This design comes from an exercise in tuning for small area, a short achievable clock period and few clock cycles per item on the open sky130 flow, not from production work. Function was checked by simulation only, so behaviour that the tests miss may differ from the original. Power figures rest on the tool's default switching activity, not on a simulated workload.

==> inputs of trial 18 <==
## mwadd
module mwadd (
    input  wire         clk,
    input  wire         rst,
    input  wire         req_valid,
    output wire         req_ready,
    input  wire [31:0]  req_cmd,
    input  wire [191:0] req_x,
    input  wire [191:0] req_y,
    output wire         rsp_valid,
    input  wire         rsp_ready,
    output wire [31:0]  rsp_word,
    output wire [191:0] rsp_z
);
==> flow/config.mk <==
export PLATFORM = sky130hd
export DESIGN_NAME = mwadd
export DESIGN_NICKNAME = mwadd
export VERILOG_FILES = /design/flow/design.v
export SDC_FILE = /design/flow/constraint.sdc
export NUM_CORES = 4
export LEC_CHECK = 0
export CAP_MARGIN = 20
export CORE_MARGIN = 2
export CORE_UTILIZATION = 35
export SLEW_MARGIN = 20
==> flow/constraint.sdc <==
create_clock -name core_clock -period 34.0 [get_ports {clk}]
set_input_delay 6.8000 -clock core_clock [delete_from_list [all_inputs] [get_ports {clk}]]
set_output_delay 6.8000 -clock core_clock [all_outputs]
set_load 0.01 [all_outputs]
standard.sh (not shown) runs the stock make flow with config.mk's settings and CLKGATE_MAP_FILE= SYNTH_SCRIPT=/design/flow/synth_recipe.tcl, a recipe that flattens the netlist after the stock synthesis.
==> flow/flow/run.sh <==
#!/bin/bash
# The standard layout (standard.sh: unchanged synthesis, floorplan, placement,
# CTS, routing) at the design's SDC, except that repair_timing is asked to keep
# 20 ns of setup slack, so it keeps shortening paths past the 34 ns constraint.
# make's output goes to flow_make.log; each ORFS step logs under orfs/logs/.
set -euo pipefail
bash standard.sh SETUP_SLACK_MARGIN=20 finish > flow_make.log 2>&1
==> build 91: changes against trial 18 <==
--- a/flow/design.v
+++ b/flow/design.v
@@ -3,10 +3,11 @@
     output wire         invalid,
     output wire [1:0]   cls,       
     output wire         sgn,
     output wire [31:0]  exp,
     output wire [6:0]   pm1,       
+    output wire [1:0]   nwo,       
     output wire [127:0] sig
 );
     wire [63:0] hdr  = bundle[63:0];
     wire [23:0] prec = hdr[55:32];
     assign sig = bundle[191:64];
@@ -14,12 +15,14 @@
     assign sgn = hdr[58];
     assign exp = hdr[31:0];
     mwadd_dec #(.N(7)) u_pm1 (.a(prec[6:0]), .y(pm1));
     wire       prec_ok = (prec[23:8] == 16'd0) &&
                          (prec[7] ? (prec[6:0] == 7'd0) : (prec[6:0] != 7'd0));
-    wire [1:0] nw      = pm1[6:5];
+    wire       plz     = (prec[4:0] == 5'd0);
+    wire [1:0] nw      = {prec[6] ^ (plz & ~prec[5]), prec[5] ^ plz};
     wire [4:0] pad     = ~pm1[4:0];
+    assign nwo = nw;
     wire [3:0] wz;
     genvar k;
     generate
         for (k = 0; k < 4; k = k + 1) begin : g_wz
             assign wz[k] = (sig[32*k+31:32*k] == 32'd0);
@@ -110,10 +113,20 @@
     wire [3:0]  t2 = v[1] ? {t1, 2'b11} : {2'b00, t1};
     wire [7:0]  t3 = v[2] ? {t2, 4'hF}  : {4'h0, t2};
     wire [15:0] t4 = v[3] ? {t3, 8'hFF} : {8'h0, t3};
     assign      t  = v[4] ? {t4, 16'hFFFF} : {16'h0, t4};
 endmodule
+module mwadd_isinc #(parameter N = 8) (
+    input  wire [N-1:0] a,
+    input  wire [N-1:0] b,
+    output wire         eq
+);
+    wire [N-1:0] nb = ~b;
+    wire [N-1:0] p  = a ^ nb;
+    wire [N-1:0] o  = a | nb;
+    assign eq = !p[0] && (p[N-1:1] == o[N-2:0]);
+endmodule
 module mwadd_align (
     input  wire [31:0]  cmd,
     input  wire [191:0] x,
     input  wire [191:0] y,
     output reg          fix,       
@@ -137,15 +150,16 @@
     wire         x_inv, y_inv;
     wire [1:0]   x_cls, y_cls;
     wire         x_sgn, y_sgn;
     wire [31:0]  x_exp, y_exp;
     wire [6:0]   x_pm1, y_pm1;
+    wire [1:0]   x_nw, y_nw;
     wire [127:0] x_sig, y_sig;
     mwadd_decode u_dx (.bundle(x), .invalid(x_inv), .cls(x_cls), .sgn(x_sgn),
-                       .exp(x_exp), .pm1(x_pm1), .sig(x_sig));
+                       .exp(x_exp), .pm1(x_pm1), .nwo(x_nw), .sig(x_sig));
     mwadd_decode u_dy (.bundle(y), .invalid(y_inv), .cls(y_cls), .sgn(y_sgn),
-                       .exp(y_exp), .pm1(y_pm1), .sig(y_sig));
+                       .exp(y_exp), .pm1(y_pm1), .nwo(y_nw), .sig(y_sig));
     wire x_fin = (x_cls == 2'b01);
     wire y_fin = (y_cls == 2'b01);
     wire both_fin = x_fin && y_fin;
     wire [6:0] x_ppm1 = x_fin ? x_pm1 : 7'd0;
     wire [6:0] y_ppm1 = y_fin ? y_pm1 : 7'd0;
@@ -156,22 +170,25 @@
     assign ptm1 = opc[1] ? (xpp_gt ? x_ppm1 : y_ppm1) : tpm1;
     assign mode = opc[0] ? 3'd0 : rm;
     wire        ygt;
     mwadd_gt #(.N(32)) u_egt (.a({~y_exp[31], y_exp[30:0]}), .b({~x_exp[31], x_exp[30:0]}), .gt(ygt));
     wire        swap = both_fin ? ygt : y_fin;
-    wire [32:0] dxy;
-    wire [7:0]  dyx;
+    wire [7:0]  dxy, dyx;
     wire        dxy_co, dyx_co;
-    mwadd_add #(.N(33)) u_dxy (.a({x_exp[31], x_exp}), .b(~{y_exp[31], y_exp}), .ci(1'b1),
-                               .s(dxy), .co(dxy_co));
-    mwadd_add #(.N(8))  u_dyx (.a(y_exp[7:0]), .b(~x_exp[7:0]), .ci(1'b1),
-                               .s(dyx), .co(dyx_co));
-    wire [7:0]  dabs = ygt ? dyx : dxy[7:0];
-    wire        far  = ygt ? !((&dxy[31:8]) && (dxy[7] || (&dxy[6:0])))
-                           : ((dxy[31:8] != 24'd0) || (dxy[7] && dxy[6:1] != 6'd0));
-    wire [127:0] x_left = x_sig << {~x_pm1[6:5], 5'd0};
-    wire [127:0] y_left = y_sig << {~y_pm1[6:5], 5'd0};
+    mwadd_add #(.N(8)) u_dxy (.a(x_exp[7:0]), .b(~y_exp[7:0]), .ci(1'b1), .s(dxy), .co(dxy_co));
+    mwadd_add #(.N(8)) u_dyx (.a(y_exp[7:0]), .b(~x_exp[7:0]), .ci(1'b1), .s(dyx), .co(dyx_co));
+    wire [7:0]  dabs = ygt ? dyx : dxy;
+    wire [23:0] hx = x_exp[31:8], hy = y_exp[31:8];
+    wire        heq = (hx == hy);
+    wire        hxp1, hyp1;        
+    mwadd_isinc #(.N(24)) u_hxp1 (.a(hx), .b(hy), .eq(hxp1));
+    mwadd_isinc #(.N(24)) u_hyp1 (.a(hy), .b(hx), .eq(hyp1));
+    wire        fx   = !(heq | hxp1) | (dxy[7] & (dxy[6:1] != 6'd0)) | (hxp1 & dxy_co);
+    wire        fy   = !(heq | hyp1) | (dyx[7] & (dyx[6:1] != 6'd0)) | (hyp1 & dyx_co);
+    wire        far  = ygt ? fy : fx;
+    wire [127:0] x_left = x_sig << {~x_nw, 5'd0};
+    wire [127:0] y_left = y_sig << {~y_nw, 5'd0};
     wire [127:0] a_left = swap ? y_left : x_left;
     wire [127:0] b_left = swap ? x_left : y_left;
     assign ea = swap ? y_exp : x_exp;
     wire a_sgn = swap ? y_sgn : x_sgn;
     reg [128:0] v;
==> flow/flow/run.sh (replaced) <==
#!/bin/bash
# The standard layout (standard.sh: unchanged synthesis, floorplan, placement,
# CTS, routing) at the design's SDC, with two changes to how it optimises:
# - repair_timing is asked to keep 19 ns of setup slack, so it keeps shortening
#   paths past the 34 ns constraint;
# - buffer_ports still gives every input and output port its own buffer, but
#   starts from the smallest buffer cell (repair resizes it where timing needs).
# make's output goes to flow_make.log; each ORFS step logs under orfs/logs/.
set -euo pipefail
bash standard.sh SETUP_SLACK_MARGIN=19 "BUFFER_PORTS_ARGS=-buffer_cell sky130_fd_sc_hd__buf_1" finish > flow_make.log 2>&1
Settings changed: CAP_MARGIN 20 to 30, CORE_UTILIZATION 35 to 40.
==> run summary <==
Status: build 91 complete, no violations; trial 18 complete, no violations
Fraction of standard cell area in multi-input logic: build 91 72.03%; trial 18 66.25%
Number of standard-cell rows in the floorplan: build 91 120; trial 18 129
Area of the core: build 91 107500 um^2; trial 18 124000 um^2
Critical path data arrival time: build 91 15250 ps; trial 18 14950 ps
Synthesized-area fraction occupied by ao, oa, aoi and oai cells: build 91 21.22%; trial 18 22.15%
Worst path required time: build 91 34320 ps; trial 18 34220 ps
P_int: build 91 0.9051 mW; trial 18 0.9757 mW
Switching power as a share of total power: build 91 57.82%; trial 18 56.11%
Initial DRC count: build 91 9342; trial 18 8332
Worst vdd rail ir drop: build 91 0.02442 mV; trial 18 0.02883 mV
Clock latency at the later pin of the worst-skew pair: build 91 520 ps; trial 18 510 ps
Flip-flop and latch share of the layout cell area: build 91 10.73%; trial 18 9.230%
Count of synthesis-stage warnings from yosys: build 91 9; trial 18 10
Endpoint of the most critical register-to-register path: build 91 ea_q[6]; trial 18 ea_q[27]
Total via count after detailed routing: build 91 55570; trial 18 56290
Buffers inserted by post-CTS timing repair: build 91 21; trial 18 158
Post-Synth Adder-Cell Area: build 91 7.804%; trial 18 7.245%
Placed wire-length estimate after detailed placement: build 91 240.3 mm; trial 18 238.0 mm
Net switching power of the design: build 91 1.241 mW; trial 18 1.247 mW
Die width: build 91 333.8 um; trial 18 357.6 um
Post-synthesis cell area: build 91 43510 um^2; trial 18 43760 um^2
Cts repair resizes: build 91 175; trial 18 912
Portion of total power attributed to sequential cells: build 91 16.3%; trial 18 15.5%
Signed area change from the synthesized netlist to the final layout: build 91 18.17%; trial 18 36.55%
Area of the die: build 91 111400 um^2; trial 18 127900 um^2
Iteration count of the initial detailed-routing pass: build 91 8; trial 18 6
Testbench counts of trial 18, summed over its fixed seeds: cycles 64,000, items 32,000.
Testbench counts of build 91, summed over its fixed seeds: cycles 64,000, items 32,000.

-- separate check: timing with driven ports --
No port has a modelled driver above. Below, the same layouts with a new extraction and two added sets of constraints.
Step 1 assumes that a clkbuf_16 drives the clock port and a buf_2 every other input.
Step 2 moves the port delays by t, midway between the first and last clock arrival at a register: inputs arrive t later, outputs are due t later. That takes back most of the time a late clock gives input paths.
Three values: ideal ports, drivers, drivers and shift; two values: the first two.
| run | shift t [ns] | setup slack, ns | worst setup path at the end |
|---|---|---|---|
| trial 18 | 0.578 | 19.275 / 19.302 / 18.724 | input to register |
| build 91 | 0.599 | 19.067 / 19.125 / 18.525 | input to register |
After both steps setup and hold are still met in every run listed. For trial 18, which loses most, drivers alone change the setup slack by +0.027 ns; drivers and shift together by -0.551 ns.
